What follows belongs to an exercise in optimizing a design on an open flow for small area, a short achievable clock period and few clock cycles per item; a production flow would make more cautious choices.
Function was checked by simulation only, so behaviour that the tests miss may differ from the original.

==> flow/design.v, too long to show whole: its modules and the start of the top module <==
// module cm_estimator: 328 lines
// module cm_qacc: 1321 lines
// module cm_esq: 1498 lines
// module cm_mulsub: 624 lines
module cm_estimator (
    input  wire               clk,
    input  wire               rst,
    input  wire               in_valid,
    output wire               in_ready,
    input  wire signed [26:0] in_data,
    input  wire               in_mapped,
    input  wire [1:0]         in_policy,
    output reg                out_valid,
    output reg                out_found,
    output reg                out_bad_policy,
    output reg  signed [26:0] out_value
);
  // ...
==> flow/flow/run.sh <==
#!/bin/bash
# Own layout flow: the standard ORFS flow (standard.sh, unchanged
# synthesis, floorplan, power grid, placement, CTS and routing), except that
# the buffers ORFS puts on the input and output ports are buf_4 cells instead
# of the default choice (a slow delay buffer). All of the flow's output goes to
# flow_standard.log in this folder; ORFS's own per-step logs stay under orfs/logs.
set -euo pipefail
export BUFFER_PORTS_ARGS="-buffer_cell sky130_fd_sc_hd__buf_4"
bash standard.sh > flow_standard.log 2>&1
==> flow/standard.sh <==
#!/bin/bash
# synth_recipe.tcl (not shown) runs the flow's synth.tcl, then flattens the netlist and writes it again
# the make line also repeats each setting of config.mk as NAME=value (left out here)
make -C /OpenROAD-flow-scripts/flow DESIGN_CONFIG=/design/flow/config.mk WORK_HOME=/design/flow/orfs CLKGATE_MAP_FILE= SYNTH_SCRIPT=/design/flow/synth_recipe.tcl "${@:-finish}"
==> flow/config.mk <==
export PLATFORM = sky130hd
export DESIGN_NAME = cm_estimator
export DESIGN_NICKNAME = cm_estimator
export VERILOG_FILES = /design/flow/design.v
export SDC_FILE = /design/flow/constraint.sdc
export NUM_CORES = 4
export LEC_CHECK = 0
export CAP_MARGIN = 50
export CORE_MARGIN = 2
export CORE_UTILIZATION = 50
export CTS_CLUSTER_DIAMETER = 60
export CTS_CLUSTER_SIZE = 25
export SLEW_MARGIN = 70
==> flow/constraint.sdc <==
create_clock -name core_clock -period 20.0 [get_ports {clk}]
set_input_delay 4.0000 -clock core_clock [delete_from_list [all_inputs] [get_ports {clk}]]
set_output_delay 4.0000 -clock core_clock [all_outputs]
set_load 0.01 [all_outputs]
==> flow_summary.ini, run 1 <==
[place]
dp_cells = 12321
post_dp_cell_area_mm2 = 0.113

[worst_setup_path]
r2r-start = bone[2]
critical_path_class = flip-flop to flip-flop
worstPathRequired_ps = 20750
cp_top_family = compound AO/OA/AOI/OAI gates
crit_end = e1[33]
cp_slowest_cell = fa_1
rr_worst_depth = 18
cp_common_cell = fa_1
crit_chain = buf_4 -> a22oi_1 -> xor2_1 -> fa_1 -> inv_1 -> fa_1 -> fa_1 -> ha_1 -> nand2_1 -> a2111o_1 -> and2_1 -> o31a_1 -> a31o_2 -> o221ai_1 -> a41o_1 -> nand4_1 -> a31o_1 -> xnor2_1

[cts]
cts_root_buffer = clkbuf_16
clock_path_buffers = 3
cts_hold_buf = 0
path_clk_slew_ps = 90

[synth]
synth_warnings = 1
synth_seq_cells = 2619
ys_types = 104
async_reset_ff_frac = 0
synth_nets = 11177
synth_top_area_share = 0.461
synth_cells = 9672

[cells_and_area]
regArea_mm2 = 0.0538
fin_cells = 12602
inverters = 1286
final_common_cell = dfxtp_1
drive_above_1_share = 0.0731
flops_and_latches = 2619

[die]
fp.dieW_um = 469

[route]
wl_met3_um = 19000
wl_met2_um = 108000
wire_per_inst_um = 19.8

[global_route]
use_met3 = 0.0475

[status]
status = timing/DRC/antenna clean
Testbench counts, summed over its fixed seeds: cycles 21,971, groups 320.
==> module cm_estimator, before the edit <==
module cm_estimator (
    input  wire               clk,
    input  wire               rst,
    input  wire               in_valid,
    output wire               in_ready,
    input  wire signed [26:0] in_data,
    input  wire               in_mapped,
    input  wire [1:0]         in_policy,
    output reg                out_valid,
    output reg                out_found,
    output reg                out_bad_policy,
    output reg  signed [26:0] out_value
);
    localparam integer N = 65;                  
    localparam signed [26:0] THRESH = 27'sd12800;   
    reg [27*N-1:0] rx;       
    reg [N-1:0]    ro;       
    reg [6:0]      clr;      
    wire [26:0] hx   = rx[27*(N-1) +: 27];      
    wire        hocc = ro[N-1] & (clr == 7'd0);
    reg  in_ready_r, busy_r;
    assign in_ready = in_ready_r;
    wire accept = in_valid & ~busy_r;
    reg [5:0] t;             
    reg [1:0] lpol;          
    reg       okreg;         
    reg       lcomplete;     
    reg       acc_r, map_r, t0_r, pil_r, gq, plt_r;
    wire [26:0] x_r = rx[26:0];
    reg        [6:0]  n;
    reg signed [33:0] S;
    reg        [58:0] Qs, Qc;
    reg        [3:0]  Pn;
    reg signed [30:0] PS;
    reg        [6:0]  ocnt;
    reg        [6:0]  ecnt;      
    reg        [3:0]  sc;        
    reg        [1:0]  epol;
    reg        [6:0]  m;
    reg        [3:0]  bone, btwo, bneg;   
    reg               tload;
    reg signed [33:0] T;
    reg        [63:0] D;
    reg        [2:0]  hbit;      
    reg               dclr, d2a, d2b;    
    reg               inj, injlast, injbad;
    wire evaluating = (sc == 4'd0) & (ecnt != 7'd0);
    wire ev_now     = hocc & evaluating;
    reg               v1, last1, virt1, bad1, p1_1;
    reg        [26:0] x1;
    reg signed [34:0] e1;
    reg               v2, last2, virt2, bad2, p1_2, sgn2, sat2, vp0_2;
    reg               v3, last3, bad3, sel3;
    reg        [26:0] x3;
    reg        [1:0]  ad_ci;
    reg               vp0_1;
    reg        [26:0] x2;
    reg        [64:0] SQs, SQc;
    reg signed [33:0] acc_s;
    reg        [6:0]  acc_n;
    reg signed [33:0] dn_s;
    reg        [6:0]  dn_n;
    reg               dn_bad, dn_v;
    reg        [1:0]  fo;        
    reg               dbusy, dfin;
    reg        [3:0]  dcnt;
    reg        [6:0]  drem;
    reg        [27:0] dq;
    reg        [7:0]  dden;
    reg               dneg, dfound, dbad;
    function elig;
        input [1:0] pol;
        input [5:0] tt;
        begin
            elig = (pol == 2'd0) | (pol == 2'd1) |
                   ((pol == 2'd2) & (tt >= 6'd24) & (tt < 6'd55));
        end
    endfunction
    wire        occ_new = in_mapped & ((t == 6'd0) ? ~in_policy[1] : okreg);
    wire        pilot   = map_r & pil_r & plt_r;
    wire        kp      = ~(acc_r & t0_r);
    wire [6:0]  n_nx    = (kp ? n : 7'd0) + {6'd0, gq};
    wire [33:0] S_nx    = (kp ? S : 34'sd0) + ({{7{x_r[26]}}, x_r} & {34{gq}});
    wire        pg      = acc_r & pilot;
    wire [3:0]  Pn_nx   = (kp ? Pn : 4'd0) + {3'd0, pg};
    wire [30:0] PS_nx   = (kp ? PS : 31'sd0) + ({{4{x_r[26]}}, x_r} & {31{pg}});
    wire [6:0]  ocnt_nx = (kp ? ocnt : 7'd0) + {6'd0, acc_r & ro[0]};
    wire [58:0] qs_o, qc_o;
    cm_qacc u_qacc (
        .x  (x_r),
        .g  (gq),
        .qs (Qs & {59{~(acc_r & t0_r)}}),
        .qc (Qc & {59{~(acc_r & t0_r)}}),
        .os (qs_o),
        .oc (qc_o)
    );
    wire [6:0] ecnt_dec = ecnt - {6'd0, ev_now};
    wire       act = lcomplete & (sc == 4'd0) &
                     ({1'b0, fo} + {2'd0, dbusy} <= 3'd1) &
                     ((lpol == 2'd0) ? (ecnt == 7'd0) : (ecnt_dec == 7'd0));
    wire [6:0] ecnt_nx = act ? ocnt_nx : ecnt_dec;
    wire [3:0] sc_nx   = act ? ((lpol == 2'd0) ? (n_nx[6] ? 4'd7 : 4'd6) : 4'd0)
                             : ((sc != 4'd0) ? sc - 4'd1 : 4'd0);
    wire        v0    = ev_now | inj;
    wire [26:0] x0    = hx;
    wire [34:0] e0;
    cm_mulsub u_mul (.x(x0), .one(bone), .two(btwo), .neg(bneg), .T(T), .e(e0));
    wire [64:0] sq_s, sq_c;
    cm_esq u_esq (.e(e1), .os(sq_s), .oc(sq_c));
    reg         hmode, hlast, hsq;                        
    wire        s2step = v2 & vp0_2;
    wire [64:0] ad_sum = {1'b0, D} + ~SQs + ~SQc + {63'd0, ad_ci};
    wire        lt     = ~ad_sum[64];                         
    wire        sel  = v2 & ~virt2 & ~bad2 & (p1_2 ? sgn2 : (~sat2 & lt));
    wire signed [33:0] accs_nx = sel3 ? acc_s + {{7{x3[26]}}, x3} : acc_s;
    wire        [6:0]  accn_nx = sel3 ? acc_n + 7'd1 : acc_n;
    wire dtake = dn_v & ~dbusy & ~dfin;
    wire [1:0] epol_nx = act ? lpol : epol;
    wire [6:0] m_nx    = ~act ? m : (lpol == 2'd0) ? n_nx :
                         (lpol == 2'd2) ? {3'd0, Pn} : 7'd1;
    wire [2:0] bdig [0:3];
    assign bdig[0] = {m_nx[1], m_nx[0], 1'b0};
    assign bdig[1] = {m_nx[3], m_nx[2], m_nx[1]};
    assign bdig[2] = {m_nx[5], m_nx[4], m_nx[3]};
    assign bdig[3] = {1'b0, m_nx[6], m_nx[5]};
    integer bi;
    wire       inj_nx  = ~rst & ((act & (lpol != 2'd0) & (ocnt_nx == 7'd0)) |
                                 (hsq & (hbit == 3'd1)));
    wire       hsq_nx  = act ? (lpol == 2'd0) : (hsq & (hbit != 3'd0));
    wire [7:0]  p2    = m[3:0] * m[3:0];
    wire [12:0] p2x25 = {p2, 4'd0} + {1'b0, p2, 3'd0} + {5'd0, p2};
    wire [63:0] D2    = {33'd0, p2x25, 17'd0, p2 != 8'd0};
    wire        ds_neg = dn_s[33];
    wire [34:0] dnum   = {(dn_s ^ {34{ds_neg}}), 1'b0} +
                         {27'd0, dn_n} + {33'd0, ds_neg, 1'b0};
    wire [7:0]  rsh1   = {drem, dq[27]};
    wire        rge1   = rsh1 >= dden;
    wire [7:0]  rsub1  = rsh1 - dden;
    wire [6:0]  rem1   = rge1 ? rsub1[6:0] : rsh1[6:0];
    wire [7:0]  rsh2   = {rem1, dq[26]};
    wire        rge2   = rsh2 >= dden;
    wire [7:0]  rsub2  = rsh2 - dden;
    wire [6:0] clr_nx  = (clr != 7'd0) ? clr - 7'd1 : 7'd0;
    wire       hocc_nx = ro[N-2] & (clr_nx == 7'd0);
    wire       free_nx = ~hocc_nx | ((sc_nx == 4'd0) & (ecnt_nx != 7'd0));
    wire       dbusy_nx = dtake | (dbusy & (dcnt != 4'd13));
    wire [1:0] fo_nx    = fo + {1'b0, act} - {1'b0, dtake};
    wire       ev_nx    = hocc_nx & (sc_nx == 4'd0) & (ecnt_nx != 7'd0);
    wire       actp     = (sc_nx == 4'd0) & ({1'b0, fo_nx} + {2'd0, dbusy_nx} <= 3'd1) &
                          (lpol != 2'd0) & (ecnt_nx == {6'd0, ev_nx});
    wire       rdy_if_acc  = free_nx & ((t != 6'd63) | actp);
    wire       rdy_if_nacc = free_nx & ((t != 6'd0) |
                                        ((lcomplete & ~act) ? actp : (sc_nx[3:1] == 3'd0)));
    always @(posedge clk) begin
        rx <= {rx[27*(N-1)-1:0], accept ? in_data : hx};
        ro <= {ro[N-2:0], accept ? occ_new : (hocc & ~ev_now)};
        acc_r <= accept;
        gq    <= accept & in_mapped;
        plt_r <= in_data < THRESH;
        map_r <= in_mapped;
        t0_r  <= (t == 6'd0);
        pil_r <= (t >= 6'd8) & (t < 6'd23);
        if (accept && t == 6'd0)
            lpol <= in_policy;
        okreg <= accept ? elig((t == 6'd0) ? in_policy : lpol, t + 6'd1)
                        : elig(lpol, t);
        n    <= n_nx;
        S    <= S_nx;
        Pn   <= Pn_nx;
        PS   <= PS_nx;
        ocnt <= ocnt_nx;
        Qs   <= qs_o;
        Qc   <= qc_o;
        for (bi = 0; bi < 4; bi = bi + 1) begin
            bone[bi] <= ~inj_nx & (bdig[bi] == 3'b001 || bdig[bi] == 3'b010 ||
                                   bdig[bi] == 3'b101 || bdig[bi] == 3'b110);
            btwo[bi] <= ~inj_nx & (bdig[bi] == 3'b011 || bdig[bi] == 3'b100);
            bneg[bi] <= ~inj_nx & bdig[bi][2] & (bdig[bi] != 3'b111);
        end
        tload <= act & (lpol == 2'd0);
        if (tload)
            T <= S;
        if (act) begin
            epol    <= lpol;
            m       <= m_nx;
            if (lpol == 2'd1)
                T   <= 34'sd12800;
            else if (lpol == 2'd2)
                T   <= {{3{PS[30]}}, PS};        
            injlast <= (ocnt_nx == 7'd0);
            injbad  <= (lpol == 2'd3);
        end
        if (hmode & ~hlast)
            D <= {ad_sum[62:0], 1'b0};
        else if (hmode | s2step)
            D <= ad_sum[63:0];
        else if (dclr)
            D <= 64'd0;
        else if (d2b)
            D <= D2;
        last1 <= ev_now ? (ecnt == 7'd1) : injlast;
        virt1 <= inj;
        vp0_1 <= inj & (epol == 2'd0);
        bad1  <= inj & injbad;
        p1_1  <= (epol == 2'd1);
        x1    <= x0;
        e1    <= e0;
        last3 <= last2;
        bad3  <= bad2;
        sel3  <= sel;
        x3    <= x2;
        ad_ci <= hsq ? 2'd0 : (v1 & vp0_1) ? 2'd2 : 2'd1;
        last2 <= last1;
        virt2 <= virt1;
        vp0_2 <= vp0_1;
        bad2  <= bad1;
        p1_2  <= p1_1;
        x2    <= x1;
        sgn2  <= e1[34];
        sat2  <= (e1[34:32] != {3{e1[34]}});
        if (hsq) begin
            SQs <= ~{6'd0, Qs & {59{m[hbit]}}};
            SQc <= ~{6'd0, Qc & {59{m[hbit]}}};
        end else begin
            SQs <= sq_s;
            SQc <= sq_c;
        end
        if (dtake) begin
            drem   <= dnum[34:28];
            dq     <= dnum[27:0];
            dden   <= {dn_n, 1'b0};
            dneg   <= ds_neg;
            dfound <= (dn_n != 7'd0) & ~dn_bad;
            dbad   <= dn_bad;
        end else begin
            drem <= rge2 ? rsub2[6:0] : rsh2[6:0];
            dq   <= {dq[25:0], rge1, rge2};
        end
        out_found      <= dfound;
        out_bad_policy <= dbad;
        out_value      <= ~dfound ? 27'sd0 : dneg ? -dq[26:0] : dq[26:0];
        if (v3 && last3) begin
            dn_s   <= accs_nx;
            dn_n   <= accn_nx;
            dn_bad <= bad3;
        end
        if (rst) begin
            in_ready_r <= 1'b1;
            busy_r     <= 1'b0;
            clr        <= N[6:0];
            t          <= 6'd0;
            lcomplete  <= 1'b0;
            ecnt       <= 7'd0;
            sc         <= 4'd0;
            hmode      <= 1'b0;
            hsq        <= 1'b0;
            dclr       <= 1'b0;
            d2a        <= 1'b0;
            d2b        <= 1'b0;
            inj        <= 1'b0;
            v1         <= 1'b0;
            v2         <= 1'b0;
            v3         <= 1'b0;
            acc_s      <= 34'sd0;
            acc_n      <= 7'd0;
            dn_v       <= 1'b0;
            fo         <= 2'd0;
            dbusy      <= 1'b0;
            dfin       <= 1'b0;
            dcnt       <= 4'd0;
            out_valid  <= 1'b0;
        end else begin
            in_ready_r <= accept ? rdy_if_acc : rdy_if_nacc;
            busy_r     <= ~(accept ? rdy_if_acc : rdy_if_nacc);
            clr        <= clr_nx;
            if (accept)
                t <= t + 6'd1;
            if (accept && t == 6'd63)
                lcomplete <= 1'b1;
            else if (act)
                lcomplete <= 1'b0;
            ecnt <= ecnt_nx;
            sc   <= sc_nx;
            dclr   <= act & (lpol == 2'd0);
            d2a    <= act & (lpol == 2'd2);
            d2b    <= d2a;
            hsq    <= hsq_nx;
            hmode  <= hsq;
            hlast  <= hsq & (hbit == 3'd0);
            if (act)
                hbit <= n_nx[6] ? 3'd6 : 3'd5;
            else if (hsq)
                hbit <= hbit - 3'd1;
            inj  <= inj_nx;
            v1   <= v0;
            v2   <= v1;
            v3   <= v2;
            if (v3) begin
                if (last3) begin
                    acc_s <= 34'sd0;
                    acc_n <= 7'd0;
                end else begin
                    acc_s <= accs_nx;
                    acc_n <= accn_nx;
                end
            end
            if (v3 && last3)
                dn_v <= 1'b1;
            else if (dtake)
                dn_v <= 1'b0;
            fo <= fo + {1'b0, act} - {1'b0, dtake};
            out_valid <= 1'b0;
            if (dtake) begin
                dbusy <= 1'b1;
                dcnt  <= 4'd0;
            end else if (dbusy) begin
                dcnt <= dcnt + 4'd1;
                if (dcnt == 4'd13) begin
                    dbusy <= 1'b0;
                    dfin  <= 1'b1;
                end
            end else if (dfin) begin
                dfin      <= 1'b0;
                out_valid <= 1'b1;
            end
        end
    end
endmodule
==> module cm_mulsub, before the edit <==
module cm_mulsub (
    input  wire [26:0] x,
    input  wire [3:0]  one,
    input  wire [3:0]  two,
    input  wire [3:0]  neg,
    input  wire [33:0] T,
    output wire [34:0] e
);
    wire [33:0] nT = ~T;
    wire mb_1;
    assign mb_1 = (((one[0]&x[0])|(two[0]&1'b0))^neg[0]);
    wire mb_2;
    assign mb_2 = (((one[0]&x[1])|(two[0]&x[0]))^neg[0]);
    wire mb_3;
    assign mb_3 = (((one[0]&x[2])|(two[0]&x[1]))^neg[0]);
    wire mb_4;
    assign mb_4 = (((one[0]&x[3])|(two[0]&x[2]))^neg[0]);
    wire mb_5;
    assign mb_5 = (((one[0]&x[4])|(two[0]&x[3]))^neg[0]);
    wire mb_6;
    assign mb_6 = (((one[0]&x[5])|(two[0]&x[4]))^neg[0]);
    wire mb_7;
    assign mb_7 = (((one[0]&x[6])|(two[0]&x[5]))^neg[0]);
    wire mb_8;
    assign mb_8 = (((one[0]&x[7])|(two[0]&x[6]))^neg[0]);
    wire mb_9;
    assign mb_9 = (((one[0]&x[8])|(two[0]&x[7]))^neg[0]);
    wire mb_10;
    assign mb_10 = (((one[0]&x[9])|(two[0]&x[8]))^neg[0]);
    wire mb_11;
    assign mb_11 = (((one[0]&x[10])|(two[0]&x[9]))^neg[0]);
    wire mb_12;
    assign mb_12 = (((one[0]&x[11])|(two[0]&x[10]))^neg[0]);
    wire mb_13;
    assign mb_13 = (((one[0]&x[12])|(two[0]&x[11]))^neg[0]);
    wire mb_14;
    assign mb_14 = (((one[0]&x[13])|(two[0]&x[12]))^neg[0]);
    wire mb_15;
    assign mb_15 = (((one[0]&x[14])|(two[0]&x[13]))^neg[0]);
    wire mb_16;
    assign mb_16 = (((one[0]&x[15])|(two[0]&x[14]))^neg[0]);
    wire mb_17;
    assign mb_17 = (((one[0]&x[16])|(two[0]&x[15]))^neg[0]);
    wire mb_18;
    assign mb_18 = (((one[0]&x[17])|(two[0]&x[16]))^neg[0]);
    wire mb_19;
    assign mb_19 = (((one[0]&x[18])|(two[0]&x[17]))^neg[0]);
    wire mb_20;
    assign mb_20 = (((one[0]&x[19])|(two[0]&x[18]))^neg[0]);
    wire mb_21;
    assign mb_21 = (((one[0]&x[20])|(two[0]&x[19]))^neg[0]);
    wire mb_22;
    assign mb_22 = (((one[0]&x[21])|(two[0]&x[20]))^neg[0]);
    wire mb_23;
    assign mb_23 = (((one[0]&x[22])|(two[0]&x[21]))^neg[0]);
    wire mb_24;
    assign mb_24 = (((one[0]&x[23])|(two[0]&x[22]))^neg[0]);
    wire mb_25;
    assign mb_25 = (((one[0]&x[24])|(two[0]&x[23]))^neg[0]);
    wire mb_26;
    assign mb_26 = (((one[0]&x[25])|(two[0]&x[24]))^neg[0]);
    wire mb_27;
    assign mb_27 = (((one[0]&x[26])|(two[0]&x[25]))^neg[0]);
    wire mb_28;
    assign mb_28 = (((one[0]&x[26])|(two[0]&x[26]))^neg[0]);
    wire mb_29;
    assign mb_29 = (((one[1]&x[0])|(two[1]&1'b0))^neg[1]);
    wire mb_30;
    assign mb_30 = (((one[1]&x[1])|(two[1]&x[0]))^neg[1]);
    wire mb_31;
    assign mb_31 = (((one[1]&x[2])|(two[1]&x[1]))^neg[1]);
    wire mb_32;
    assign mb_32 = (((one[1]&x[3])|(two[1]&x[2]))^neg[1]);
    wire mb_33;
    assign mb_33 = (((one[1]&x[4])|(two[1]&x[3]))^neg[1]);
    wire mb_34;
    assign mb_34 = (((one[1]&x[5])|(two[1]&x[4]))^neg[1]);
    wire mb_35;
    assign mb_35 = (((one[1]&x[6])|(two[1]&x[5]))^neg[1]);
    wire mb_36;
    assign mb_36 = (((one[1]&x[7])|(two[1]&x[6]))^neg[1]);
    wire mb_37;
    assign mb_37 = (((one[1]&x[8])|(two[1]&x[7]))^neg[1]);
    wire mb_38;
    assign mb_38 = (((one[1]&x[9])|(two[1]&x[8]))^neg[1]);
    wire mb_39;
    assign mb_39 = (((one[1]&x[10])|(two[1]&x[9]))^neg[1]);
    wire mb_40;
    assign mb_40 = (((one[1]&x[11])|(two[1]&x[10]))^neg[1]);
    wire mb_41;
    assign mb_41 = (((one[1]&x[12])|(two[1]&x[11]))^neg[1]);
    wire mb_42;
    assign mb_42 = (((one[1]&x[13])|(two[1]&x[12]))^neg[1]);
    wire mb_43;
    assign mb_43 = (((one[1]&x[14])|(two[1]&x[13]))^neg[1]);
    wire mb_44;
    assign mb_44 = (((one[1]&x[15])|(two[1]&x[14]))^neg[1]);
    wire mb_45;
    assign mb_45 = (((one[1]&x[16])|(two[1]&x[15]))^neg[1]);
    wire mb_46;
    assign mb_46 = (((one[1]&x[17])|(two[1]&x[16]))^neg[1]);
    wire mb_47;
    assign mb_47 = (((one[1]&x[18])|(two[1]&x[17]))^neg[1]);
    wire mb_48;
    assign mb_48 = (((one[1]&x[19])|(two[1]&x[18]))^neg[1]);
    wire mb_49;
    assign mb_49 = (((one[1]&x[20])|(two[1]&x[19]))^neg[1]);
    wire mb_50;
    assign mb_50 = (((one[1]&x[21])|(two[1]&x[20]))^neg[1]);
    wire mb_51;
    assign mb_51 = (((one[1]&x[22])|(two[1]&x[21]))^neg[1]);
    wire mb_52;
    assign mb_52 = (((one[1]&x[23])|(two[1]&x[22]))^neg[1]);
    wire mb_53;
    assign mb_53 = (((one[1]&x[24])|(two[1]&x[23]))^neg[1]);
    wire mb_54;
    assign mb_54 = (((one[1]&x[25])|(two[1]&x[24]))^neg[1]);
    wire mb_55;
    assign mb_55 = (((one[1]&x[26])|(two[1]&x[25]))^neg[1]);
    wire mb_56;
    assign mb_56 = (((one[1]&x[26])|(two[1]&x[26]))^neg[1]);
    wire mb_57;
    assign mb_57 = (((one[2]&x[0])|(two[2]&1'b0))^neg[2]);
    wire mb_58;
    assign mb_58 = (((one[2]&x[1])|(two[2]&x[0]))^neg[2]);
    wire mb_59;
    assign mb_59 = (((one[2]&x[2])|(two[2]&x[1]))^neg[2]);
    wire mb_60;
    assign mb_60 = (((one[2]&x[3])|(two[2]&x[2]))^neg[2]);
    wire mb_61;
    assign mb_61 = (((one[2]&x[4])|(two[2]&x[3]))^neg[2]);
    wire mb_62;
    assign mb_62 = (((one[2]&x[5])|(two[2]&x[4]))^neg[2]);
    wire mb_63;
    assign mb_63 = (((one[2]&x[6])|(two[2]&x[5]))^neg[2]);
    wire mb_64;
    assign mb_64 = (((one[2]&x[7])|(two[2]&x[6]))^neg[2]);
    wire mb_65;
    assign mb_65 = (((one[2]&x[8])|(two[2]&x[7]))^neg[2]);
    wire mb_66;
    assign mb_66 = (((one[2]&x[9])|(two[2]&x[8]))^neg[2]);
    wire mb_67;
    assign mb_67 = (((one[2]&x[10])|(two[2]&x[9]))^neg[2]);
    wire mb_68;
    assign mb_68 = (((one[2]&x[11])|(two[2]&x[10]))^neg[2]);
    wire mb_69;
    assign mb_69 = (((one[2]&x[12])|(two[2]&x[11]))^neg[2]);
    wire mb_70;
    assign mb_70 = (((one[2]&x[13])|(two[2]&x[12]))^neg[2]);
    wire mb_71;
    assign mb_71 = (((one[2]&x[14])|(two[2]&x[13]))^neg[2]);
    wire mb_72;
    assign mb_72 = (((one[2]&x[15])|(two[2]&x[14]))^neg[2]);
    wire mb_73;
    assign mb_73 = (((one[2]&x[16])|(two[2]&x[15]))^neg[2]);
    wire mb_74;
    assign mb_74 = (((one[2]&x[17])|(two[2]&x[16]))^neg[2]);
    wire mb_75;
    assign mb_75 = (((one[2]&x[18])|(two[2]&x[17]))^neg[2]);
    wire mb_76;
    assign mb_76 = (((one[2]&x[19])|(two[2]&x[18]))^neg[2]);
    wire mb_77;
    assign mb_77 = (((one[2]&x[20])|(two[2]&x[19]))^neg[2]);
    wire mb_78;
    assign mb_78 = (((one[2]&x[21])|(two[2]&x[20]))^neg[2]);
    wire mb_79;
    assign mb_79 = (((one[2]&x[22])|(two[2]&x[21]))^neg[2]);
    wire mb_80;
    assign mb_80 = (((one[2]&x[23])|(two[2]&x[22]))^neg[2]);
    wire mb_81;
    assign mb_81 = (((one[2]&x[24])|(two[2]&x[23]))^neg[2]);
    wire mb_82;
    assign mb_82 = (((one[2]&x[25])|(two[2]&x[24]))^neg[2]);
    wire mb_83;
    assign mb_83 = (((one[2]&x[26])|(two[2]&x[25]))^neg[2]);
    wire mb_84;
    assign mb_84 = (((one[2]&x[26])|(two[2]&x[26]))^neg[2]);
    wire mb_85;
    assign mb_85 = (((one[3]&x[0])|(two[3]&1'b0))^neg[3]);
    wire mb_86;
    assign mb_86 = (((one[3]&x[1])|(two[3]&x[0]))^neg[3]);
    wire mb_87;
    assign mb_87 = (((one[3]&x[2])|(two[3]&x[1]))^neg[3]);
    wire mb_88;
    assign mb_88 = (((one[3]&x[3])|(two[3]&x[2]))^neg[3]);
    wire mb_89;
    assign mb_89 = (((one[3]&x[4])|(two[3]&x[3]))^neg[3]);
    wire mb_90;
    assign mb_90 = (((one[3]&x[5])|(two[3]&x[4]))^neg[3]);
    wire mb_91;
    assign mb_91 = (((one[3]&x[6])|(two[3]&x[5]))^neg[3]);
    wire mb_92;
    assign mb_92 = (((one[3]&x[7])|(two[3]&x[6]))^neg[3]);
    wire mb_93;
    assign mb_93 = (((one[3]&x[8])|(two[3]&x[7]))^neg[3]);
    wire mb_94;
    assign mb_94 = (((one[3]&x[9])|(two[3]&x[8]))^neg[3]);
    wire mb_95;
    assign mb_95 = (((one[3]&x[10])|(two[3]&x[9]))^neg[3]);
    wire mb_96;
    assign mb_96 = (((one[3]&x[11])|(two[3]&x[10]))^neg[3]);
    wire mb_97;
    assign mb_97 = (((one[3]&x[12])|(two[3]&x[11]))^neg[3]);
    wire mb_98;
    assign mb_98 = (((one[3]&x[13])|(two[3]&x[12]))^neg[3]);
    wire mb_99;
    assign mb_99 = (((one[3]&x[14])|(two[3]&x[13]))^neg[3]);
    wire mb_100;
    assign mb_100 = (((one[3]&x[15])|(two[3]&x[14]))^neg[3]);
    wire mb_101;
    assign mb_101 = (((one[3]&x[16])|(two[3]&x[15]))^neg[3]);
    wire mb_102;
    assign mb_102 = (((one[3]&x[17])|(two[3]&x[16]))^neg[3]);
    wire mb_103;
    assign mb_103 = (((one[3]&x[18])|(two[3]&x[17]))^neg[3]);
    wire mb_104;
    assign mb_104 = (((one[3]&x[19])|(two[3]&x[18]))^neg[3]);
    wire mb_105;
    assign mb_105 = (((one[3]&x[20])|(two[3]&x[19]))^neg[3]);
    wire mb_106;
    assign mb_106 = (((one[3]&x[21])|(two[3]&x[20]))^neg[3]);
    wire mb_107;
    assign mb_107 = (((one[3]&x[22])|(two[3]&x[21]))^neg[3]);
    wire mb_108;
    assign mb_108 = (((one[3]&x[23])|(two[3]&x[22]))^neg[3]);
    wire mb_109;
    assign mb_109 = (((one[3]&x[24])|(two[3]&x[23]))^neg[3]);
    wire mb_110;
    assign mb_110 = (((one[3]&x[25])|(two[3]&x[24]))^neg[3]);
    wire mb_111;
    assign mb_111 = (((one[3]&x[26])|(two[3]&x[25]))^neg[3]);
    wire mb_112;
    assign mb_112 = (((one[3]&x[26])|(two[3]&x[26]))^neg[3]);
    wire mb_113;
    wire mb_114;
    assign {mb_114,mb_113} = mb_5 + mb_31;
    wire mb_115;
    wire mb_116;
    assign {mb_116,mb_115} = mb_6 + mb_32;
    wire mb_117;
    wire mb_118;
    assign {mb_118,mb_117} = mb_7 + mb_33 + mb_59;
    wire mb_119;
    wire mb_120;
    assign {mb_120,mb_119} = mb_85 + neg[3];
    wire mb_121;
    wire mb_122;
    assign {mb_122,mb_121} = mb_8 + mb_34 + mb_60;
    wire mb_123;
    wire mb_124;
    assign {mb_124,mb_123} = mb_86 + nT[7];
    wire mb_125;
    wire mb_126;
    assign {mb_126,mb_125} = mb_9 + mb_35 + mb_61;
    wire mb_127;
    wire mb_128;
    assign {mb_128,mb_127} = mb_87 + nT[8];
    wire mb_129;
    wire mb_130;
    assign {mb_130,mb_129} = mb_10 + mb_36 + mb_62;
    wire mb_131;
    wire mb_132;
    assign {mb_132,mb_131} = mb_88 + nT[9];
    wire mb_133;
    wire mb_134;
    assign {mb_134,mb_133} = mb_11 + mb_37 + mb_63;
    wire mb_135;
    wire mb_136;
    assign {mb_136,mb_135} = mb_89 + nT[10];
    wire mb_137;
    wire mb_138;
    assign {mb_138,mb_137} = mb_12 + mb_38 + mb_64;
    wire mb_139;
    wire mb_140;
    assign {mb_140,mb_139} = mb_90 + nT[11];
    wire mb_141;
    wire mb_142;
    assign {mb_142,mb_141} = mb_13 + mb_39 + mb_65;
    wire mb_143;
    wire mb_144;
    assign {mb_144,mb_143} = mb_91 + nT[12];
    wire mb_145;
    wire mb_146;
    assign {mb_146,mb_145} = mb_14 + mb_40 + mb_66;
    wire mb_147;
    wire mb_148;
    assign {mb_148,mb_147} = mb_92 + nT[13];
    wire mb_149;
    wire mb_150;
    assign {mb_150,mb_149} = mb_15 + mb_41 + mb_67;
    wire mb_151;
    wire mb_152;
    assign {mb_152,mb_151} = mb_93 + nT[14];
    wire mb_153;
    wire mb_154;
    assign {mb_154,mb_153} = mb_16 + mb_42 + mb_68;
    wire mb_155;
    wire mb_156;
    assign {mb_156,mb_155} = mb_94 + nT[15];
    wire mb_157;
    wire mb_158;
    assign {mb_158,mb_157} = mb_17 + mb_43 + mb_69;
    wire mb_159;
    wire mb_160;
    assign {mb_160,mb_159} = mb_95 + nT[16];
    wire mb_161;
    wire mb_162;
    assign {mb_162,mb_161} = mb_18 + mb_44 + mb_70;
    wire mb_163;
    wire mb_164;
    assign {mb_164,mb_163} = mb_96 + nT[17];
    wire mb_165;
    wire mb_166;
    assign {mb_166,mb_165} = mb_19 + mb_45 + mb_71;
    wire mb_167;
    wire mb_168;
    assign {mb_168,mb_167} = mb_97 + nT[18];
    wire mb_169;
    wire mb_170;
    assign {mb_170,mb_169} = mb_20 + mb_46 + mb_72;
    wire mb_171;
    wire mb_172;
    assign {mb_172,mb_171} = mb_98 + nT[19];
    wire mb_173;
    wire mb_174;
    assign {mb_174,mb_173} = mb_21 + mb_47 + mb_73;
    wire mb_175;
    wire mb_176;
    assign {mb_176,mb_175} = mb_99 + nT[20];
    wire mb_177;
    wire mb_178;
    assign {mb_178,mb_177} = mb_22 + mb_48 + mb_74;
    wire mb_179;
    wire mb_180;
    assign {mb_180,mb_179} = mb_100 + nT[21];
    wire mb_181;
    wire mb_182;
    assign {mb_182,mb_181} = mb_23 + mb_49 + mb_75;
    wire mb_183;
    wire mb_184;
    assign {mb_184,mb_183} = mb_101 + nT[22];
    wire mb_185;
    wire mb_186;
    assign {mb_186,mb_185} = mb_24 + mb_50 + mb_76;
    wire mb_187;
    wire mb_188;
    assign {mb_188,mb_187} = mb_102 + nT[23];
    wire mb_189;
    wire mb_190;
    assign {mb_190,mb_189} = mb_25 + mb_51 + mb_77;
    wire mb_191;
    wire mb_192;
    assign {mb_192,mb_191} = mb_103 + nT[24];
    wire mb_193;
    wire mb_194;
    assign {mb_194,mb_193} = mb_26 + mb_52 + mb_78;
    wire mb_195;
    wire mb_196;
    assign {mb_196,mb_195} = mb_104 + nT[25];
    wire mb_197;
    wire mb_198;
    assign {mb_198,mb_197} = mb_27 + mb_53 + mb_79;
    wire mb_199;
    wire mb_200;
    assign {mb_200,mb_199} = mb_105 + nT[26];
    wire mb_201;
    wire mb_202;
    assign {mb_202,mb_201} = mb_28 + mb_54 + mb_80;
    wire mb_203;
    wire mb_204;
    assign {mb_204,mb_203} = mb_106 + nT[27];
    wire mb_205;
    wire mb_206;
    assign {mb_206,mb_205} = mb_28 + mb_55 + mb_81;
    wire mb_207;
    wire mb_208;
    assign {mb_208,mb_207} = mb_107 + nT[28];
    wire mb_209;
    wire mb_210;
    assign {mb_210,mb_209} = mb_28 + mb_56 + mb_82;
    wire mb_211;
    wire mb_212;
    assign {mb_212,mb_211} = mb_108 + nT[29];
    wire mb_213;
    wire mb_214;
    assign {mb_214,mb_213} = mb_28 + mb_56 + mb_83;
    wire mb_215;
    wire mb_216;
    assign {mb_216,mb_215} = mb_109 + nT[30];
    wire mb_217;
    wire mb_218;
    assign {mb_218,mb_217} = mb_28 + mb_56 + mb_84;
    wire mb_219;
    wire mb_220;
    assign {mb_220,mb_219} = mb_110 + nT[31];
    wire mb_221;
    wire mb_222;
    assign {mb_222,mb_221} = mb_28 + mb_56 + mb_84;
    wire mb_223;
    wire mb_224;
    assign {mb_224,mb_223} = mb_111 + nT[32];
    wire mb_225;
    wire mb_226;
    assign {mb_226,mb_225} = mb_28 + mb_56 + mb_84;
    wire mb_227;
    wire mb_228;
    assign {mb_228,mb_227} = mb_112 + nT[33];
    wire mb_229;
    wire mb_230;
    assign {mb_230,mb_229} = mb_28 + mb_56 + mb_84;
    wire mb_231;
    wire mb_232;
    assign {mb_232,mb_231} = mb_112 + nT[33];
    wire mb_233;
    wire mb_234;
    assign {mb_234,mb_233} = mb_1 + neg[0];
    wire mb_235;
    wire mb_236;
    assign {mb_236,mb_235} = mb_3 + mb_29;
    wire mb_237;
    wire mb_238;
    assign {mb_238,mb_237} = mb_4 + mb_30;
    wire mb_239;
    wire mb_240;
    assign {mb_240,mb_239} = mb_57 + neg[2] + nT[4];
    wire mb_241;
    wire mb_242;
    assign {mb_242,mb_241} = mb_58 + nT[5] + mb_114;
    wire mb_243;
    wire mb_244;
    assign {mb_244,mb_243} = nT[6] + mb_116 + mb_117;
    wire mb_245;
    wire mb_246;
    assign {mb_246,mb_245} = mb_118 + mb_120 + mb_121;
    wire mb_247;
    wire mb_248;
    assign {mb_248,mb_247} = mb_122 + mb_124 + mb_125;
    wire mb_249;
    wire mb_250;
    assign {mb_250,mb_249} = mb_126 + mb_128 + mb_129;
    wire mb_251;
    wire mb_252;
    assign {mb_252,mb_251} = mb_130 + mb_132 + mb_133;
    wire mb_253;
    wire mb_254;
    assign {mb_254,mb_253} = mb_134 + mb_136 + mb_137;
    wire mb_255;
    wire mb_256;
    assign {mb_256,mb_255} = mb_138 + mb_140 + mb_141;
    wire mb_257;
    wire mb_258;
    assign {mb_258,mb_257} = mb_142 + mb_144 + mb_145;
    wire mb_259;
    wire mb_260;
    assign {mb_260,mb_259} = mb_146 + mb_148 + mb_149;
    wire mb_261;
    wire mb_262;
    assign {mb_262,mb_261} = mb_150 + mb_152 + mb_153;
    wire mb_263;
    wire mb_264;
    assign {mb_264,mb_263} = mb_154 + mb_156 + mb_157;
    wire mb_265;
    wire mb_266;
    assign {mb_266,mb_265} = mb_158 + mb_160 + mb_161;
    wire mb_267;
    wire mb_268;
    assign {mb_268,mb_267} = mb_162 + mb_164 + mb_165;
    wire mb_269;
    wire mb_270;
    assign {mb_270,mb_269} = mb_166 + mb_168 + mb_169;
    wire mb_271;
    wire mb_272;
    assign {mb_272,mb_271} = mb_170 + mb_172 + mb_173;
    wire mb_273;
    wire mb_274;
    assign {mb_274,mb_273} = mb_174 + mb_176 + mb_177;
    wire mb_275;
    wire mb_276;
    assign {mb_276,mb_275} = mb_178 + mb_180 + mb_181;
    wire mb_277;
    wire mb_278;
    assign {mb_278,mb_277} = mb_182 + mb_184 + mb_185;
    wire mb_279;
    wire mb_280;
    assign {mb_280,mb_279} = mb_186 + mb_188 + mb_189;
    wire mb_281;
    wire mb_282;
    assign {mb_282,mb_281} = mb_190 + mb_192 + mb_193;
    wire mb_283;
    wire mb_284;
    assign {mb_284,mb_283} = mb_194 + mb_196 + mb_197;
    wire mb_285;
    wire mb_286;
    assign {mb_286,mb_285} = mb_198 + mb_200 + mb_201;
    wire mb_287;
    wire mb_288;
    assign {mb_288,mb_287} = mb_202 + mb_204 + mb_205;
    wire mb_289;
    wire mb_290;
    assign {mb_290,mb_289} = mb_206 + mb_208 + mb_209;
    wire mb_291;
    wire mb_292;
    assign {mb_292,mb_291} = mb_210 + mb_212 + mb_213;
    wire mb_293;
    wire mb_294;
    assign {mb_294,mb_293} = mb_214 + mb_216 + mb_217;
    wire mb_295;
    wire mb_296;
    assign {mb_296,mb_295} = mb_218 + mb_220 + mb_221;
    wire mb_297;
    wire mb_298;
    assign {mb_298,mb_297} = mb_222 + mb_224 + mb_225;
    wire mb_299;
    wire mb_300;
    assign {mb_300,mb_299} = mb_226 + mb_228 + mb_229;
    wire mb_301;
    wire mb_302;
    assign {mb_302,mb_301} = nT[0] + 1'b1;
    wire mb_303;
    wire mb_304;
    assign {mb_304,mb_303} = mb_2 + nT[1] + mb_234;
    wire mb_305;
    wire mb_306;
    assign {mb_306,mb_305} = neg[1] + nT[2] + mb_235;
    wire mb_307;
    wire mb_308;
    assign {mb_308,mb_307} = nT[3] + mb_236 + mb_237;
    wire mb_309;
    wire mb_310;
    assign {mb_310,mb_309} = mb_113 + mb_238 + mb_239;
    wire mb_311;
    wire mb_312;
    assign {mb_312,mb_311} = mb_115 + mb_240 + mb_241;
    wire mb_313;
    wire mb_314;
    assign {mb_314,mb_313} = mb_119 + mb_242 + mb_243;
    wire mb_315;
    wire mb_316;
    assign {mb_316,mb_315} = mb_123 + mb_244 + mb_245;
    wire mb_317;
    wire mb_318;
    assign {mb_318,mb_317} = mb_127 + mb_246 + mb_247;
    wire mb_319;
    wire mb_320;
    assign {mb_320,mb_319} = mb_131 + mb_248 + mb_249;
    wire mb_321;
    wire mb_322;
    assign {mb_322,mb_321} = mb_135 + mb_250 + mb_251;
    wire mb_323;
    wire mb_324;
    assign {mb_324,mb_323} = mb_139 + mb_252 + mb_253;
    wire mb_325;
    wire mb_326;
    assign {mb_326,mb_325} = mb_143 + mb_254 + mb_255;
    wire mb_327;
    wire mb_328;
    assign {mb_328,mb_327} = mb_147 + mb_256 + mb_257;
    wire mb_329;
    wire mb_330;
    assign {mb_330,mb_329} = mb_151 + mb_258 + mb_259;
    wire mb_331;
    wire mb_332;
    assign {mb_332,mb_331} = mb_155 + mb_260 + mb_261;
    wire mb_333;
    wire mb_334;
    assign {mb_334,mb_333} = mb_159 + mb_262 + mb_263;
    wire mb_335;
    wire mb_336;
    assign {mb_336,mb_335} = mb_163 + mb_264 + mb_265;
    wire mb_337;
    wire mb_338;
    assign {mb_338,mb_337} = mb_167 + mb_266 + mb_267;
    wire mb_339;
    wire mb_340;
    assign {mb_340,mb_339} = mb_171 + mb_268 + mb_269;
    wire mb_341;
    wire mb_342;
    assign {mb_342,mb_341} = mb_175 + mb_270 + mb_271;
    wire mb_343;
    wire mb_344;
    assign {mb_344,mb_343} = mb_179 + mb_272 + mb_273;
    wire mb_345;
    wire mb_346;
    assign {mb_346,mb_345} = mb_183 + mb_274 + mb_275;
    wire mb_347;
    wire mb_348;
    assign {mb_348,mb_347} = mb_187 + mb_276 + mb_277;
    wire mb_349;
    wire mb_350;
    assign {mb_350,mb_349} = mb_191 + mb_278 + mb_279;
    wire mb_351;
    wire mb_352;
    assign {mb_352,mb_351} = mb_195 + mb_280 + mb_281;
    wire mb_353;
    wire mb_354;
    assign {mb_354,mb_353} = mb_199 + mb_282 + mb_283;
    wire mb_355;
    wire mb_356;
    assign {mb_356,mb_355} = mb_203 + mb_284 + mb_285;
    wire mb_357;
    wire mb_358;
    assign {mb_358,mb_357} = mb_207 + mb_286 + mb_287;
    wire mb_359;
    wire mb_360;
    assign {mb_360,mb_359} = mb_211 + mb_288 + mb_289;
    wire mb_361;
    wire mb_362;
    assign {mb_362,mb_361} = mb_215 + mb_290 + mb_291;
    wire mb_363;
    wire mb_364;
    assign {mb_364,mb_363} = mb_219 + mb_292 + mb_293;
    wire mb_365;
    wire mb_366;
    assign {mb_366,mb_365} = mb_223 + mb_294 + mb_295;
    wire mb_367;
    wire mb_368;
    assign {mb_368,mb_367} = mb_227 + mb_296 + mb_297;
    wire mb_369;
    wire mb_370;
    assign {mb_370,mb_369} = mb_231 + mb_298 + mb_299;
    wire [34:0] ra = {mb_368,mb_366,mb_364,mb_362,mb_360,mb_358,mb_356,mb_354,mb_352,mb_350,mb_348,mb_346,mb_344,mb_342,mb_340,mb_338,mb_336,mb_334,mb_332,mb_330,mb_328,mb_326,mb_324,mb_322,mb_320,mb_318,mb_316,mb_314,mb_312,mb_310,mb_308,mb_306,mb_304,mb_302,mb_233};
    wire [34:0] rb = {mb_369,mb_367,mb_365,mb_363,mb_361,mb_359,mb_357,mb_355,mb_353,mb_351,mb_349,mb_347,mb_345,mb_343,mb_341,mb_339,mb_337,mb_335,mb_333,mb_331,mb_329,mb_327,mb_325,mb_323,mb_321,mb_319,mb_317,mb_315,mb_313,mb_311,mb_309,mb_307,mb_305,mb_303,mb_301};
    assign e = ra + rb;
endmodule
==> run 2, diff against run 1 <==
--- a/flow/design.v
+++ b/flow/design.v
@@ -45,9 +45,11 @@
     reg               dclr, d2a, d2b;    
-    reg               inj, injlast, injbad;
-    wire evaluating = (sc == 4'd0) & (ecnt != 7'd0);
+    reg               injA, injv, injt, injlast, injbad;
+    reg               actd;      
+    wire evaluating = (sc == 4'd0) & (ecnt != 7'd0) & ~(actd & (epol == 2'd2));
     wire ev_now     = hocc & evaluating;
-    reg               v1, last1, virt1, bad1, p1_1;
+    reg               v1, last1, virt1, bad1, p1_1, lt1_1;
+    reg        [34:0] Ra, Rb;    
     reg        [26:0] x1;
     reg signed [34:0] e1;
-    reg               v2, last2, virt2, bad2, p1_2, sgn2, sat2, vp0_2;
+    reg               v2, last2, virt2, bad2, p1_2, lt1_2, sat2, vp0_2;
     reg               v3, last3, bad3, sel3;
@@ -103,6 +105,9 @@
                              : ((sc != 4'd0) ? sc - 4'd1 : 4'd0);
+    wire        inj   = injv | injt;
     wire        v0    = ev_now | inj;
     wire [26:0] x0    = hx;
-    wire [34:0] e0;
-    cm_mulsub u_mul (.x(x0), .one(bone), .two(btwo), .neg(bneg), .T(T), .e(e0));
+    wire [34:0] ra0, rb0;
+    cm_mulsub u_mul (.x(rx[27*(N-2) +: 27]), .one(bone), .two(btwo), .neg(bneg), .T(T),
+                     .ra(ra0), .rb(rb0));
+    wire [34:0] e0    = Ra + Rb;
     wire [64:0] sq_s, sq_c;
@@ -113,3 +118,3 @@
     wire        lt     = ~ad_sum[64];                         
-    wire        sel  = v2 & ~virt2 & ~bad2 & (p1_2 ? sgn2 : (~sat2 & lt));
+    wire        sel  = v2 & ~virt2 & ~bad2 & (p1_2 ? lt1_2 : (~sat2 & lt));
     wire signed [33:0] accs_nx = sel3 ? acc_s + {{7{x3[26]}}, x3} : acc_s;
@@ -126,4 +131,3 @@
     integer bi;
-    wire       inj_nx  = ~rst & ((act & (lpol != 2'd0) & (ocnt_nx == 7'd0)) |
-                                 (hsq & (hbit == 3'd1)));
+    wire       injA_nx = ~rst & hsq & (hbit == 3'd2);
     wire       hsq_nx  = act ? (lpol == 2'd0) : (hsq & (hbit != 3'd0));
@@ -144,11 +148,14 @@
     wire       hocc_nx = ro[N-2] & (clr_nx == 7'd0);
-    wire       free_nx = ~hocc_nx | ((sc_nx == 4'd0) & (ecnt_nx != 7'd0));
+    wire       free_nx = ~hocc_nx | (act ? ((lpol == 2'd1) & (ocnt_nx != 7'd0))
+                                         : ((sc[3:1] == 3'd0) & (ecnt_dec != 7'd0)));
     wire       dbusy_nx = dtake | (dbusy & (dcnt != 4'd13));
-    wire [1:0] fo_nx    = fo + {1'b0, act} - {1'b0, dtake};
-    wire       ev_nx    = hocc_nx & (sc_nx == 4'd0) & (ecnt_nx != 7'd0);
-    wire       actp     = (sc_nx == 4'd0) & ({1'b0, fo_nx} + {2'd0, dbusy_nx} <= 3'd1) &
-                          (lpol != 2'd0) & (ecnt_nx == {6'd0, ev_nx});
+    wire [1:0] fo_nx    = fo - {1'b0, dtake};
+    wire       ec0      = (ecnt == 7'd0) | ((ecnt == 7'd1) & ev_now);
+    wire       ec1      = ((ecnt == 7'd1) & ~ev_now) | ((ecnt == 7'd2) & ev_now);
+    wire       actp     = (sc[3:1] == 3'd0) & ({1'b0, fo_nx} + {2'd0, dbusy_nx} <= 3'd1) &
+                          (lpol != 2'd0) & (ec0 | (ec1 & hocc_nx)) &
+                          ~((lpol == 2'd2) & ro[N-3] & (clr_nx <= 7'd1));
     wire       rdy_if_acc  = free_nx & ((t != 6'd63) | actp);
     wire       rdy_if_nacc = free_nx & ((t != 6'd0) |
-                                        ((lcomplete & ~act) ? actp : (sc_nx[3:1] == 3'd0)));
+                                        ((lcomplete & ~act) ? actp : (act ? (lpol != 2'd0) : (sc <= 4'd2))));
     always @(posedge clk) begin
@@ -174,6 +181,6 @@
         for (bi = 0; bi < 4; bi = bi + 1) begin
-            bone[bi] <= ~inj_nx & (bdig[bi] == 3'b001 || bdig[bi] == 3'b010 ||
-                                   bdig[bi] == 3'b101 || bdig[bi] == 3'b110);
-            btwo[bi] <= ~inj_nx & (bdig[bi] == 3'b011 || bdig[bi] == 3'b100);
-            bneg[bi] <= ~inj_nx & bdig[bi][2] & (bdig[bi] != 3'b111);
+            bone[bi] <= ~injA_nx & (bdig[bi] == 3'b001 || bdig[bi] == 3'b010 ||
+                                    bdig[bi] == 3'b101 || bdig[bi] == 3'b110);
+            btwo[bi] <= ~injA_nx & (bdig[bi] == 3'b011 || bdig[bi] == 3'b100);
+            bneg[bi] <= ~injA_nx & bdig[bi][2] & (bdig[bi] != 3'b111);
         end
@@ -205,2 +212,5 @@
         p1_1  <= (epol == 2'd1);
+        lt1_1 <= $signed(hx) < THRESH;
+        Ra    <= ra0;
+        Rb    <= rb0;
         x1    <= x0;
@@ -217,4 +227,4 @@
         p1_2  <= p1_1;
+        lt1_2 <= lt1_1;
         x2    <= x1;
-        sgn2  <= e1[34];
         sat2  <= (e1[34:32] != {3{e1[34]}});
@@ -259,3 +269,6 @@
             d2b        <= 1'b0;
-            inj        <= 1'b0;
+            injA       <= 1'b0;
+            injv       <= 1'b0;
+            injt       <= 1'b0;
+            actd       <= 1'b0;
             v1         <= 1'b0;
@@ -293,3 +306,6 @@
                 hbit <= hbit - 3'd1;
-            inj  <= inj_nx;
+            injA <= injA_nx;
+            injv <= injA;
+            injt <= act & (lpol != 2'd0) & (ocnt_nx == 7'd0);
+            actd <= act;
             v1   <= v0;
@@ -3153,3 +3169,4 @@
     input  wire [33:0] T,
-    output wire [34:0] e
+    output wire [34:0] ra,
+    output wire [34:0] rb
 );
@@ -3767,5 +3784,4 @@
     assign {mb_370,mb_369} = mb_231 + mb_298 + mb_299;
-    wire [34:0] ra = {mb_368,mb_366,mb_364,mb_362,mb_360,mb_358,mb_356,mb_354,mb_352,mb_350,mb_348,mb_346,mb_344,mb_342,mb_340,mb_338,mb_336,mb_334,mb_332,mb_330,mb_328,mb_326,mb_324,mb_322,mb_320,mb_318,mb_316,mb_314,mb_312,mb_310,mb_308,mb_306,mb_304,mb_302,mb_233};
-    wire [34:0] rb = {mb_369,mb_367,mb_365,mb_363,mb_361,mb_359,mb_357,mb_355,mb_353,mb_351,mb_349,mb_347,mb_345,mb_343,mb_341,mb_339,mb_337,mb_335,mb_333,mb_331,mb_329,mb_327,mb_325,mb_323,mb_321,mb_319,mb_317,mb_315,mb_313,mb_311,mb_309,mb_307,mb_305,mb_303,mb_301};
-    assign e = ra + rb;
+    assign ra = {mb_368,mb_366,mb_364,mb_362,mb_360,mb_358,mb_356,mb_354,mb_352,mb_350,mb_348,mb_346,mb_344,mb_342,mb_340,mb_338,mb_336,mb_334,mb_332,mb_330,mb_328,mb_326,mb_324,mb_322,mb_320,mb_318,mb_316,mb_314,mb_312,mb_310,mb_308,mb_306,mb_304,mb_302,mb_233};
+    assign rb = {mb_369,mb_367,mb_365,mb_363,mb_361,mb_359,mb_357,mb_355,mb_353,mb_351,mb_349,mb_347,mb_345,mb_343,mb_341,mb_339,mb_337,mb_335,mb_333,mb_331,mb_329,mb_327,mb_325,mb_323,mb_321,mb_319,mb_317,mb_315,mb_313,mb_311,mb_309,mb_307,mb_305,mb_303,mb_301};
 endmodule
--- a/flow/config.mk
+++ b/flow/config.mk
@@ -9,3 +9,3 @@
 export CORE_MARGIN = 2
-export CORE_UTILIZATION = 50
+export CORE_UTILIZATION = 55
 export CTS_CLUSTER_DIAMETER = 60
==> run 2 against run 1 <==
Against the previous run:
- critical path depth rose by 3
- clock-buffer cell count rose by 7
- design area grew 1.6%
- register-to-register slack worse by 98 ps
- die area shrank 7.6%
- sequential share of layout area up 0.50 points
- fmax shrank 1.7%
- critical path type unchanged
==> flow_summary.ini, run 2 <==
[timing]
setup_slack_ps = 14360
maxSlewHeadroom = 0.669
skew_ps = 70.0
tightest_slew_ps = 495
slew_violations = 0
period_needed_ps = 5640
setup_viol = 0
finalHoldViolCount = 0
tns_ps = 0
min_period_over_period = 0.282
rsz0062_at_grt = false
holdWs_ps = 291
max_freq_mhz = 177

[synth]
yosysMostFrequentCell = dfxtp_1
synth_seq_cells = 2693
synth_flop_cell = dfxtp_1
synth_warnings = 1
synth_nets = 11271
synth-edff-count = 132
yosysSeqAreaShare = 0.503
synth_top_area_share = 0.467
synth_area_leaders = dfxtp_1, fa_1, ha_1
synthesis.area_mm2 = 0.110
ys_types = 90
avgSynthCellArea_um2 = 11.2
yosys.area.top_type = dfxtp_1
synth_commonest_cells = dfxtp_1, inv_1, nor2_1, fa_1, ha_1
synth_cells = 9761
async_reset_ff_frac = 0

[cells_and_area]
post-route-util = 0.610
final_cell_mix = dfxtp_1, inv_1, nor2_1
regMostFlops = rx
final_common_cell = dfxtp_1
nFillCells = 16218
final_nets = 11273
largestRegisters = rx x1755, ro x65
drive_above_1_share = 0.0770
largest_reg_flops = 1755
area_delta_synth_final_pct = 9.93

[cts]
clock_sinks = 2693
cts_hold_buf = 0
cts_htree_levels = 4
cts_root_buffer = clkbuf_16
clock_path_buffers = 3
cts_resized = 0
cts_tree = built
clk_latency_ps = 870
path_clk_slew_ps = 90
cts_buffers = 172
cts_setup_buffers = 0

[die]
rows = 163
coreArea_mm2 = 0.198
design.die.area_mm2 = 0.203
die_height_um = 451
io-pin-count = 64
start_util = 0.555
fp.dieW_um = 451

[route]
wirelength_um = 257000
antenna_left = 0
vias = 65601
avgViaCountPerCell = 5.23
wire_per_inst_um = 20.5
first_pass_iters = 6
drt_iter0_drc = 5102
drc = 0

[place]
numPortBuffers = 63
gp_congestion = 0.940
pre_cts_ws_ps = 14280
hpwlAfterDp_um = 185000

[worst_setup_path]
cp_max_fo = 23
critical_path_class = flip-flop to flip-flop
cp-start-kind = flip-flop
cp-end-kind = flip-flop
crit_arrival_ps = 6380
worstPathRequired_ps = 20740

[min_path]
hold_path.class = flip-flop to flip-flop

[run]
drv_cap = 0

[global_route]
grt_overflow = 0
grt_use_total = 0.256
grt_pass1_wl_um = 397000
grt_antenna_before_repair = 17
grt_max_degree = 68
grt_pass1_vias = 67395

[status]
status = timing/DRC/antenna clean
[run 2: changes by cell type after synthesis, sizes merged, moves of 13 or more]
cell and change:
dfxtp +74, nand2 -60, nor2 +43, a21oi -33
a22o +20, xor2 +20, xnor2 -15, a211oi +13
nand3 +13
[run 2: final timing paths]
kind | from | end | slack [ps] | depth (start not counted)
worst max register to register | ecnt[4] | btwo[1] | 14360 | 21
worst min register to register | rx[912] | rx[939] | 290 | 0
worst min-delay path | rx[912] | rx[939] | 290 | 0
worst max-delay path | ecnt[4] | btwo[1] | 14360 | 21
[run 2: final cells by class]
cell class	instances	area [um2]	share of cell area
tap	2640	3300	0.0274
multi-input combinational	5373	48900	0.405
antenna	17	42.5	0.000353
sequential	2693	55300	0.458
clock inverter	97	1510	0.0125
inverter	1297	4880	0.0404
timing repair buffer	226	2260	0.0187
clock buffer	190	4500	0.0373
[run 2: metal layers]
layer | GRT usage | vias up | share of wire
met1 | 0.349 | 32293 | 0.44
met3 | 0.0545 | 498 | 0.072
met5 | 0 | - | 0.00014
li1 | - | 30768 | -
met2 | 0.398 | 2036 | 0.45
met4 | 0.103 | 6 | 0.042
[run 2: kinds of logic after synthesis]
kind of cell | synth area share
DFF | 0.503
and+or+nand+nor | 0.0944
buffers and inverters | 0.0584
adders and majority gates | 0.235
AOI/OAI and AO/OA | 0.0673
xor gates and xnor gates | 0.0338
muxes | 0.00802
[run 2: critical path: stages, from the launching register on]
cell	delay, ps
dfxtp_1	360
nor4_2	330
nand2b_1	170
nor3_2	170
nor2_1	100
nand3_1	210
inv_1	110
ha_1	210
ha_1	230
xor2_1	170
nor4_1	240
nand3_1	180
or2_2	430
nand2_8	240
inv_4	160
a222oi_1	360
clkdlybuf4s50_1	600
clkdlybuf4s50_1	530
clkdlybuf4s50_1	520
nor2_1	60
nand2_1	90
a21oi_1	60
[run 2: metrics by stage]
stage,instances,cell area (um2)
3_3_place_gp,12180,113000
3_5_place_dp,12219,114000
4_1_cts,12506,120000
5_1_grt,12517,121000
2_1_floorplan,9761,110000
6_report,12533,121000
Testbench counts of run 2, summed over its fixed seeds: cycles 21,971, groups 320.
==> run 3, diff against run 2 <==
--- a/flow/config.mk
+++ b/flow/config.mk
@@ -9,3 +9,3 @@
 export CORE_MARGIN = 2
-export CORE_UTILIZATION = 55
+export CORE_UTILIZATION = 40
 export CTS_CLUSTER_DIAMETER = 60
==> run 3 against run 2 <==
Against the previous run:
- critical path type is now flip-flop to primary output
- die area up 37%
- first-iteration DRC count down 0.63%
- largest cell class unchanged
- register-to-register slack better by 360 ps
- clock-buffer cell count up 11
- critical endpoint is now in_ready
- now fails the layout checks on antenna rules
==> flow_summary.ini, run 3 <==
[global_route]
grt_pass1_vias = 67735
grt_pass1_wl_um = 407000
grt_use_total = 0.189
grt_overflow = 0
grt_antenna_before_repair = 14
grt_max_degree = 68

[worst_setup_path]
r2r-start = rx[26]
critPathBufInv = 1
worstPathRequired_ps = 16000
crit_chain = buf_4
cp_slowest_cell = dfxtp_1
critical_path_class = flip-flop to primary output
cp_max_fo = 1
cp_top_family = flip-flops
startpoint = in_ready_r
crit_arrival_ps = 1470
cpPeakStageDelay_ps = 450
cp-end-kind = primary output
cp-start-kind = flip-flop

[die]
io-pin-count = 64
rows = 192
coreArea_mm2 = 0.273
die_height_um = 528
design.die.area_mm2 = 0.279
start_util = 0.402
fp.dieW_um = 528

[cells_and_area]
largest_reg_flops = 1755
final_cell_mix = dfxtp_1, inv_1, nor2_1
nFillCells = 25265
regMostFlops = rx
largestRegisters = rx x1755, ro x65
final_nets = 11253
final_common_cell = dfxtp_1
drive_above_1_share = 0.0764
area_delta_synth_final_pct = 10.8

[route]
antenna_left = 1
first_pass_iters = 6
avgViaCountPerCell = 4.88
drt_iter0_drc = 5070
wirelength_um = 263000
wire_per_inst_um = 19.5
drc = 0
vias = 65646

[cts]
path_clk_slew_ps = 90
cts_tree = built
cts_buffers = 181
clk_latency_ps = 890
cts_htree_levels = 4
cts_resized = 0
cts_root_buffer = clkbuf_16
clock_sinks = 2693
clock_path_buffers = 4
cts_setup_buffers = 0
cts_hold_buf = 0

[synth]
synth_commonest_cells = dfxtp_1, inv_1, nor2_1, fa_1, ha_1
synth-edff-count = 132
synthesis.area_mm2 = 0.110
yosysSeqAreaShare = 0.503
synth_area_leaders = dfxtp_1, fa_1, ha_1
async_reset_ff_frac = 0
yosysMostFrequentCell = dfxtp_1
avgSynthCellArea_um2 = 11.2
synth_cells = 9761
synth_nets = 11271
synth_seq_cells = 2693
ys_types = 90
yosys.area.top_type = dfxtp_1
synth_warnings = 1
synth_top_area_share = 0.467
synth_flop_cell = dfxtp_1

[timing]
setup_viol = 0
min_period_over_period = 0.274
period_needed_ps = 5470
rsz0062_at_grt = false
tns_ps = 0
tightest_slew_ps = 523
finalHoldViolCount = 0
slew_violations = 0
maxSlewHeadroom = 0.651
max_freq_mhz = 183
skew_ps = 78.2

[status]
status = finished with violations
failed_checks = antenna rules

[min_path]
hp-start = rx[1319]
hold_path.class = flip-flop to flip-flop

[place]
hpwlAfterDp_um = 193000
numPortBuffers = 63
gp_congestion = 0.918

[run]
drv_cap = 0
-- run 3: logic make-up (layout without fill, tap and decap cells) --
logic type,count (synthesis),after routing,synth area share
multiplexers,82,82,0.00802
adder cells (fa/ha/maj),1477,1477,0.235
XOR/XNOR,423,423,0.0338
other,0,13,0
buffers and inverters,1695,1775,0.0584
flip-flops,2693,2693,0.503
AND/OR/NAND/NOR,2243,2243,0.0944
AO/OA/AOI/OAI,1148,1148,0.0673
-- run 3: area by class of cell --
| class | instances | area, um2 | area share |
|---|---|---|---|
| Clock inverter | 80 | 1160 | 0.00954 |
| Sequential cell | 2693 | 55300 | 0.455 |
| Antenna cell | 13 | 32.5 | 0.000267 |
| Tap cell | 3589 | 4490 | 0.0369 |
| Multi-Input combinational cell | 5373 | 49000 | 0.402 |
| Clock buffer | 201 | 4840 | 0.0397 |
| Timing Repair Buffer | 197 | 2000 | 0.0164 |
| Inverter | 1297 | 4890 | 0.0402 |
-- run 3: worst register-to-register path, delay by kind of cell, from the launching register on --
kind          cells  cell delay [ps]
fa+ha+maj         6             3060
buf+inv           5              790
flops             1              480
simple gates      2              460
xor+xnor          1              380
-- run 3: per-stage QoR --
step / hold WS, ps / setup WS, ps / utilization / instance area (um2) / std cells
global placement: 310 / 13260 / 0.417 / 114000 / 13099
global route: 282 / 14420 / 0.445 / 122000 / 13431
CTS: 270 / 14440 / 0.444 / 121000 / 13426
floorplan: 310 / 14830 / - / 110000 / 9761
detailed placement: 312 / 14120 / 0.422 / 115000 / 13145
finish: 281 / 14530 / 0.445 / 122000 / 13443
-- run 3: metal layers --
metal / routed length [um] / vias up / track usage
met3: 20200 / 443 / 0.0420
met1: 119000 / 32550 / 0.266
li1: - / 30691 / -
met5: 62 / - / 0
met2: 113000 / 1952 / 0.285
met4: 10400 / 10 / 0.0693
-- run 3: final timing paths --
path / endpoint / slack, ps / cells after the start
min reg2reg: rx[1346] / 280 / 0
min: rx[1346] / 280 / 0
max reg2reg: Qc[31] / 14720 / 14
max: in_ready / 14530 / 1

port drivers added, routing unchanged:
In the flow no input, the clock included, has a driving cell. The finished layouts below were timed again as built, in two steps.
Step 1, drivers: a clkbuf_16 drives clk and a buf_2 each remaining input, both assumed.
Step 2, shift: input delay + t, output delay - t, t = (earliest + latest rising clock arrival at the registers) / 2. This alone moves slack from input paths to output paths.
a / b / c = no drivers / after step 1 / after step 2; a / b = the first two.
run | t, ns | setup slack, ns | slew at the worst register clock pin (ns) | pins driven straight from the clock port
run 1 | 0.914 | 14.457 / 14.457 / 14.297 | 0.10 / 0.10 | 1
run 2 | 0.916 | 14.359 / 14.359 / 14.307 | 0.10 / 0.10 | 1
run 3 | 0.950 | 14.527 / 14.424 / 14.171 | 0.10 / 0.10 | 1
The setup slack of run 3, which loses most, moves by -0.103 ns with the drivers and by -0.356 ns with both steps.
